Context: an optimization exercise on an open-source flow, tuned for small area, a short achievable clock period and few clock cycles per item. The choices shown serve that exercise and are no tape-out recipe. The RTL was checked by simulation tests, not by an equivalence proof against the original design.

==> job 4121 <==
// kwf
module kwf (
    input  wire        clk,
    input  wire        rst,
    input  wire        cfg_we,
    input  wire [2:0]  cfg_addr,
    input  wire [63:0] cfg_wdata,
    input  wire        clr,
    input  wire        in_valid,
    output reg         in_ready,
    input  wire [1:0]  in_ch,
    input  wire [63:0] in_x,
    output reg         out_valid,
    output reg  [1:0]  out_ch,
    output reg  [63:0] out_y
);
==> flow/config.mk <==
export PLATFORM = sky130hd
export DESIGN_NAME = kwf
export DESIGN_NICKNAME = kwf
export VERILOG_FILES = /design/flow/design.v
export SDC_FILE = /design/flow/constraint.sdc
export NUM_CORES = 8
export LEC_CHECK = 0
export CAP_MARGIN = 30
export CORE_MARGIN = 2
export CORE_UTILIZATION = 40
export SLEW_MARGIN = 30
export SETUP_SLACK_MARGIN = 23
export REMOVE_ABC_BUFFERS = 1
==> flow/constraint.sdc <==
create_clock -name core_clock -period 30.0 [get_ports {clk}]
set_input_delay 6.0000 -clock core_clock [delete_from_list [all_inputs] [get_ports {clk}]]
set_output_delay 6.0000 -clock core_clock [all_outputs]
set_load 0.01 [all_outputs]
standard.sh (not shown) runs the stock make flow with config.mk's settings and CLKGATE_MAP_FILE= SYNTH_SCRIPT=/design/flow/synth_recipe.tcl, a recipe that flattens the netlist after the stock synthesis.
==> flow/flow/run.sh <==
#!/bin/bash
# Standard layout (the standard.sh), with timing repair asked to aim
# for a much larger setup slack than the 30 ns clock needs, and ABC's
# buffers removed so that the resizer rebuffers the netlist.
set -e
cat >> config.mk <<'CFG'
export SETUP_SLACK_MARGIN = 23
export REMOVE_ABC_BUFFERS = 1
CFG
bash standard.sh > standard.log 2>&1
==> job 1173: changes against job 4121 <==
--- a/flow/design.v
+++ b/flow/design.v
@@ -4278,21 +4278,20 @@
   assign c = {t1400c, t1399c, t1398c, t1397c, t1396c, t1395c, t1394c, t1393c, t1392c, t1391c, t1390c, t1389c, t1388c, t1387c, t1386c, t1385c, t1384c, t1383c, t1382c, t1381c, t1380c, t1379c, t1378c, t1377c, t1376c, t1375c, t1374c, t1373c, t1372c, t1371c, t1370c, t1369c, t1368c, t1367c, t1366c, t1365c, t1364c, t1363c, t1362c, t1361c, t1360c, t1359c, t1358c, t1357c, t1356c, t1355c, t1354c, t1353c, t1352c, t1351c, t1350c, t1349c, t1348c, t1347c, t1346c, t1345c, t1344c, t1343c, t1342c, t1341c, t1340c, t1339c, t1338c, t1337c, t1336c, t1335c, t1334c, t1333c, t1332c, t1331c, t1330c, t1329c, t1328c, t1327c, t1326c, t1325c, t1324c, t1323c, t1322c, t1321c, t1320c, t1319c, t1318c, t1317c, t1316c, t1315c, t1314c, t1313c, t1312c, t1311c, t1310c, t1309c, t1308c, t1307c, t1306c, t1305c, t1304c, t1303c, t1302c, t1301c, t1300c, t1299c, t1298c, t1298s, 1'b0, ng[0]};
 endmodule
 module fp64_mul (
     input  wire        clk,
     input  wire [63:0] a,
     input  wire [63:0] b,
     output reg  [63:0] y
 );
-    reg [63:0] ra, rb;
-    always @(posedge clk) begin
-        ra <= a;
+    reg [63:0] rb;
+    always @(posedge clk)
         rb <= b;
-    end
+    wire [63:0] ra = a;
     wire        sa = ra[63], sb = rb[63];
     wire [10:0] ea = ra[62:52], eb = rb[62:52];
     wire [51:0] fa = ra[51:0],  fb = rb[51:0];
     wire a_e0 = (ea == 11'd0), b_e0 = (eb == 11'd0);
     wire a_e1 = (ea == 11'h7FF), b_e1 = (eb == 11'h7FF);
     wire a_f0 = (fa == 52'd0), b_f0 = (fb == 52'd0);
     wire a_nan  = a_e1 & ~a_f0, b_nan  = b_e1 & ~b_f0;
     wire a_inf  = a_e1 &  a_f0, b_inf  = b_e1 &  b_f0;
@@ -4324,40 +4323,41 @@
     wire [12:0] z    = {7'd0, za} + {7'd0, zb};
     wire [6:0]  tz   = {1'b0, tza} + {1'b0, tzb};
     wire        k_neg = k1[12];
     wire        k_ge  = ~k_neg & (k1 >= z);                  
     wire        k_gt  = ~k_neg & (k1 > z);                   
     wire        k_far = k_neg & (k1 < 13'h1FC8);             
     wire [7:0]  sh0   = k_ge ? z[7:0] : k_far ? 8'hC8 : k1[7:0];
     wire [12:0] e0    = k_ge ? k1 - z : 13'd0;
-    wire [7:0]  stp0  = 8'd52 - sh0;
-    wire [7:0]  stp1  = 8'd51 - sh0;
-    wire        st0   = ~stp0[7] & ({1'b0, tz} < stp0);
-    wire        st1   = ~stp1[7] & ({1'b0, tz} < stp1);
     wire [105:0] ts, tc;
     mul53_tree u_tree (.a(ma), .b(mb), .s(ts), .c(tc));
     reg [105:0] s2_s, s2_c;
-    reg [6:0]   s2_rsh;
+    reg [7:0]   s2_sh;
+    reg [6:0]   s2_tz;
     reg [12:0]  s2_e;
-    reg         s2_gt, s2_st0, s2_st1, s2_sy, s2_nan, s2_inf, s2_zero;
+    reg         s2_gt, s2_sy, s2_nan, s2_inf, s2_zero;
     always @(posedge clk) begin
         s2_s    <= ts;
         s2_c    <= tc;
-        s2_rsh  <= 7'd54 - sh0[6:0];                        
+        s2_sh   <= sh0;
+        s2_tz   <= tz;
         s2_e    <= e0;
         s2_gt   <= k_gt;
-        s2_st0  <= st0;
-        s2_st1  <= st1;
         s2_sy   <= sa ^ sb;
         s2_nan  <= r_nan;
         s2_inf  <= r_inf;
         s2_zero <= r_zero;
     end
     wire [105:0] p   = s2_s + s2_c;
+    wire [6:0]   s2_rsh = 7'd54 - s2_sh[6:0];               
+    wire [7:0]  stp0  = 8'd52 - s2_sh;
+    wire [7:0]  stp1  = 8'd51 - s2_sh;
+    wire        s2_st0 = ~stp0[7] & ({1'b0, s2_tz} < stp0);
+    wire        s2_st1 = ~stp1[7] & ({1'b0, s2_tz} < stp1);
     wire [108:0] fun = {p, 3'b000} >> s2_rsh;
     reg [54:0] s3_w;
     reg [12:0] s3_e;
     reg        s3_gt, s3_st0, s3_st1, s3_sy, s3_nan, s3_inf, s3_zero;
     always @(posedge clk) begin
         s3_w    <= fun[54:0];
         s3_e    <= s2_e;
         s3_gt   <= s2_gt;
@@ -4370,19 +4370,24 @@
     end
     wire        ext    = ~s3_w[54] & s3_gt;
     wire [52:0] sig    = ext ? s3_w[53:1] : s3_w[54:2];
     wire        guard  = ext ? s3_w[0] : s3_w[1];
     wire        sticky = ext ? s3_st1 : (s3_st0 | s3_w[0]);
     wire        inc    = guard & (sticky | sig[0]);
     wire [53:0] sr;
     inc53 u_inc (.a(sig), .ci(inc), .y(sr));
-    wire [12:0] e_m1 = s3_e - {12'd0, ext};
-    wire [12:0] ex   = e_m1 + {11'd0, sr[53:52]};
-    wire        ovf  = (ex >= 13'd2047);
+    wire [12:0] e_m = s3_e - 13'd1, e_1 = s3_e + 13'd1, e_2 = s3_e + 13'd2;
+    wire        o_m = (e_m >= 13'd2047), o_0 = (s3_e >= 13'd2047),
+                o_1 = (e_1 >= 13'd2047), o_2 = (e_2 >= 13'd2047);
+    wire [1:0]  cup = sr[53:52];
+    wire [12:0] ex  = ext ? ((cup == 2'd0) ? e_m : (cup == 2'd1) ? s3_e : e_1)
+                          : ((cup == 2'd0) ? s3_e : (cup == 2'd1) ? e_1 : e_2);
+    wire        ovf = ext ? ((cup == 2'd0) ? o_m : (cup == 2'd1) ? o_0 : o_1)
+                          : ((cup == 2'd0) ? o_0 : (cup == 2'd1) ? o_1 : o_2);
     always @(posedge clk)
         y <= s3_nan  ? 64'h7FF8000000000000 :
              s3_inf  ? {s3_sy, 11'h7FF, 52'd0} :
              s3_zero ? {s3_sy, 63'd0} :
              ovf     ? {s3_sy, 11'h7FF, 52'd0} :
                        {s3_sy, ex[10:0], sr[51:0]};
 endmodule
 module fp64_add (
@@ -4575,21 +4580,24 @@
     output reg         in_ready,
     input  wire [1:0]  in_ch,
     input  wire [63:0] in_x,
     output reg         out_valid,
     output reg  [1:0]  out_ch,
     output reg  [63:0] out_y
 );
     localparam NCH = 4;
-    reg [63:0] hp_alpha, bq_b0, bq_b1, bq_b2, bq_a1, bq_a2;
+    reg [63:0] r1 [0:2];
+    reg [63:0] r2 [0:2];
+    reg [2:0]  r1z, r2z;
     reg [63:0] x1 [0:NCH-1];
     reg [63:0] y1 [0:NCH-1];
     reg [63:0] s1 [0:NCH-1];
     reg [63:0] s2 [0:NCH-1];
+    reg [3:0] zx1, zy1, zs1, zs2;
     reg rst_q, clr_q;
     always @(posedge clk) begin
         rst_q <= rst;
         clr_q <= clr;
     end
     reg [2:0] ph;
     wire ph0 = ph[0], ph1 = ph[1], ph2 = ph[2];
     always @(posedge clk)
@@ -4637,72 +4645,95 @@
     wire [63:0] m1_y, m2_y, a1_y, a2_y;
     fp64_mul u_m1 (.clk(clk), .a(m1_a), .b(m1_b), .y(m1_y));
     fp64_mul u_m2 (.clk(clk), .a(m2_a), .b(m2_b), .y(m2_y));
     fp64_add u_a1 (.clk(clk), .a(a1_a), .b(a1_b), .sub(a1_sub), .y(a1_y));
     fp64_add u_a2 (.clk(clk), .a(a2_a), .b(a2_b), .sub(a2_sub), .y(a2_y));
     reg [63:0] hp1, hp2;
     always @(posedge clk)
         if (ph0) begin hp1 <= m1_y; hp2 <= m2_y; end
-    wire [63:0] y1_r = y1[ph0 ? rec_ch[3] : rec_ch[4]];
-    wire [63:0] y1_i = y1[ib_ch];
-    wire [63:0] x1_r = x1[ib_ch];
-    wire [63:0] s1_r = s1[rec_ch[4]];
-    wire [63:0] s2_r = s2[rec_ch[7]];
+    wire [1:0]  y1_rc = ph0 ? rec_ch[3] : rec_ch[4];
+    wire [63:0] y1_r = y1[y1_rc] & {64{~zy1[y1_rc]}};
+    wire [63:0] y1_i = y1[ib_ch] & {64{~zy1[ib_ch]}};
+    wire [63:0] x1_r = x1[ib_ch] & {64{~zx1[ib_ch]}};
+    wire [63:0] s1_r = s1[rec_ch[4]] & {64{~zs1[rec_ch[4]]}};
+    wire [63:0] s2_r = s2[rec_ch[7]] & {64{~zs2[rec_ch[7]]}};
     always @(*) begin
-        m1_a   = ({64{ph0}} & bq_a1) | ({64{ph1}} & hp_alpha) | ({64{ph2}} & bq_b1);
+        m1_a   = r1[0] & {64{~r1z[0]}};
         m1_b   = ph2 ? y1_r : a1_y;
-        m2_a   = ({64{ph0}} & bq_b0) | ({64{ph1}} & bq_a2) | ({64{ph2}} & bq_b2);
+        m2_a   = r2[0] & {64{~r2z[0]}};
         m2_b   = ph1 ? out_y : y1_r;
         a1_a   = ({64{ph0}} & y1_i) | ({64{ph1}} & m2_y) | ({64{ph2}} & a1_y);
         a1_b   = ({64{ph0}} & ib_x) | ({64{ph1}} & s1_r) | ({64{ph2}} & x1_r);
         a1_sub = ph2;
         a2_a   = ({64{ph0}} & a2_y) | ({64{ph1}} & hp1) | ({64{ph2}} & hp2);
         a2_b   = ({64{ph0}} & s2_r) | ({64{ph1}} & m1_y) | ({64{ph2}} & m2_y);
         a2_sub = ~ph0;
     end
     reg        cfg_we_q;
     reg [2:0]  cfg_addr_q;
     reg [63:0] cfg_wdata_q;
     always @(posedge clk) begin
         cfg_we_q    <= cfg_we;
         cfg_addr_q  <= cfg_addr;
         cfg_wdata_q <= cfg_wdata;
     end
+    wire [1:0] pidx  = ph0 ? 2'd0 : ph1 ? 2'd1 : 2'd2;
+    wire [1:0] whome = (cfg_addr_q == 3'd4 || cfg_addr_q == 3'd1) ? 2'd1 :
+                       (cfg_addr_q == 3'd0 || cfg_addr_q == 3'd5) ? 2'd2 : 2'd0;
+    wire [2:0] wdiff = {1'b0, whome} + 3'd5 - {1'b0, pidx};     
+    wire [1:0] wpos  = (wdiff == 3'd3 || wdiff == 3'd6) ? 2'd0 :
+                       (wdiff == 3'd4 || wdiff == 3'd7) ? 2'd1 : 2'd2;
+    wire [3:0] we_x1, we_y1, we_s1, we_s2;
+    genvar gc;
+    generate
+        for (gc = 0; gc < NCH; gc = gc + 1) begin : g_we
+            assign we_x1[gc] = ph2 && st0 && ib_ch == gc;
+            assign we_y1[gc] = ph2 && rec_v[2] && rec_ch[2] == gc;
+            assign we_s2[gc] = ph1 && rec_v[7] && rec_ch[7] == gc;
+            assign we_s1[gc] = ph2 && rec_v[7] && rec_ch[7] == gc;
+        end
+    endgenerate
     always @(posedge clk) begin
+        for (k = 0; k < 3; k = k + 1) begin
+            r1[k] <= r1[(k + 1) % 3];
+            r2[k] <= r2[(k + 1) % 3];
+        end
+        r1z <= {r1z[0], r1z[2:1]};
+        r2z <= {r2z[0], r2z[2:1]};
+        if (cfg_we_q) begin
+            if (cfg_addr_q == 3'd4 || cfg_addr_q == 3'd0 || cfg_addr_q == 3'd2) begin
+                r1[wpos] <= cfg_wdata_q;
+                r1z[wpos] <= 1'b0;
+            end
+            if (cfg_addr_q == 3'd1 || cfg_addr_q == 3'd5 || cfg_addr_q == 3'd3) begin
+                r2[wpos] <= cfg_wdata_q;
+                r2z[wpos] <= 1'b0;
+            end
+        end
         if (rst_q) begin
-            hp_alpha <= 64'd0;
-            bq_b0    <= 64'd0;
-            bq_b1    <= 64'd0;
-            bq_b2    <= 64'd0;
-            bq_a1    <= 64'd0;
-            bq_a2    <= 64'd0;
-        end else if (cfg_we_q) begin
-            case (cfg_addr_q)
-                3'd0: hp_alpha <= cfg_wdata_q;
-                3'd1: bq_b0    <= cfg_wdata_q;
-                3'd2: bq_b1    <= cfg_wdata_q;
-                3'd3: bq_b2    <= cfg_wdata_q;
-                3'd4: bq_a1    <= cfg_wdata_q;
-                3'd5: bq_a2    <= cfg_wdata_q;
-                default: ;
-            endcase
+            r1z <= 3'b111;
+            r2z <= 3'b111;
         end
         for (k = 0; k < NCH; k = k + 1) begin
-            if (rst_q || clr_q) begin
-                x1[k] <= 64'd0;
-                y1[k] <= 64'd0;
-                s1[k] <= 64'd0;
-                s2[k] <= 64'd0;
-            end else begin
-                if (ph2 && st0 && ib_ch == k)          x1[k] <= ib_x;
-                if (ph2 && rec_v[2] && rec_ch[2] == k) y1[k] <= m1_y;
-                if (ph1 && rec_v[7] && rec_ch[7] == k) s2[k] <= a2_y;
-                if (ph2 && rec_v[7] && rec_ch[7] == k) s1[k] <= a2_y;
-            end
+            if (we_x1[k]) x1[k] <= ib_x;
+            if (we_y1[k]) y1[k] <= m1_y;
+            if (we_s2[k]) s2[k] <= a2_y;
+            if (we_s1[k]) s1[k] <= a2_y;
+        end
+        if (rst_q || clr_q) begin
+            zx1 <= 4'b1111;
+            zy1 <= 4'b1111;
+            zs1 <= 4'b1111;
+            zs2 <= 4'b1111;
+        end else begin
+            zx1 <= zx1 & ~we_x1;
+            zy1 <= zy1 & ~we_y1;
+            zs1 <= zs1 & ~we_s1;
+            zs2 <= zs2 & ~we_s2;
         end
     end
     always @(posedge clk) begin
         out_y  <= a1_y;
         out_ch <= rec_ch[5];
         if (rst) out_valid <= 1'b0;
         else     out_valid <= ph0 && rec_v[5];
     end
==> flow/flow/run.sh (replaced) <==
#!/bin/bash
# Standard layout (the standard.sh), with timing repair asked to aim
# for a much larger setup slack than the 30 ns clock needs, and ABC's
# buffers removed so that the resizer rebuffers the netlist.
set -e
cat >> config.mk <<'CFG'
export SETUP_SLACK_MARGIN = 22.5
export REMOVE_ABC_BUFFERS = 1
CFG
bash standard.sh > standard.log 2>&1
CELL_PAD_IN_SITES_DETAIL_PLACEMENT = 1   (was default)
CELL_PAD_IN_SITES_GLOBAL_PLACEMENT = 1   (was default)
SETUP_SLACK_MARGIN = 22.5   (was 23)
==> summary.txt <==
- GP Congestion: 1.01
- Worst R2R Setup Slack: 22360 ps
- Synth Area per Inst: 9.11 um^2
- Total number of vias: 302000
- Tap Count: 10800
- Final std cells w/o fill: 45800
- Skew final: 111 ps
- Status: no timing/DRC/antenna violations
- Multi-input gates: around 27000
- GR Util met2: 0.592
- Min-delay src: u_m1.s2_nan
[end of results for job 1173]
==> summary.txt <==
- Status: no timing/DRC/antenna violations
- Asr flop ratio synth: 0
- Synth Area per Inst: around 8.4 um^2
- Min-delay src: u_m1.s2_e[10]
- Total number of vias: 328000
- Site Rows: 333
- Skew final: ~160 ps
- GP Congestion: slightly above 1
- Final std cells w/o fill: 49600
- DR vias/cell: 6.62
- Inst Count DP: about 48000
- First-pass GRT wire length: 2380000 um
- Worst R2R Setup Slack: approximately 23000 ps
- GR Util met2: 0.553
- Synth Area in Simple Gates: 0.124
- Slowest cell on crit path: dfxtp_4
[end of results for job 4121]
Testbench counts of job 4121, summed over its fixed seeds: cycles 14,494, items 4,800.
Testbench counts of job 1173, summed over its fixed seeds: cycles 14,494, items 4,800.

==> static timing again, ports no longer ideal <==
Ports are ideal in the flow. The routed layouts listed here were re-timed in OpenROAD. Step 1 (the two cells are an assumption about what drives the block):
set clk [get_ports {clk}]
set_driving_cell -lib_cell sky130_fd_sc_hd__clkbuf_16 $clk
set_driving_cell -lib_cell sky130_fd_sc_hd__buf_2 [delete_from_list [all_inputs] $clk]
Step 2 adds t to the input delays and takes it off the output delays; t is the mean of the earliest and latest rising clock arrival at the registers after step 1. Input paths then give back, and output paths get back, about the clock's delay inside the block. Three values: no drivers, after step 1, after step 2; two values: the first two.
run | shift t [ns] | setup slack, ns | hold WS [ns] | worst setup path at the end | latest minus earliest clock arrival (ns)
job 4121 | 1.224 | 22.163 / 22.016 / 22.647 | 0.230 / 0.230 / 0.230 | input to register | 0.174 / 0.175
job 1173 | 1.267 | 22.271 / 22.095 / 22.365 | 0.290 / 0.290 / 0.290 | register to register | 0.117 / 0.116
After both steps every run listed still meets setup and hold.
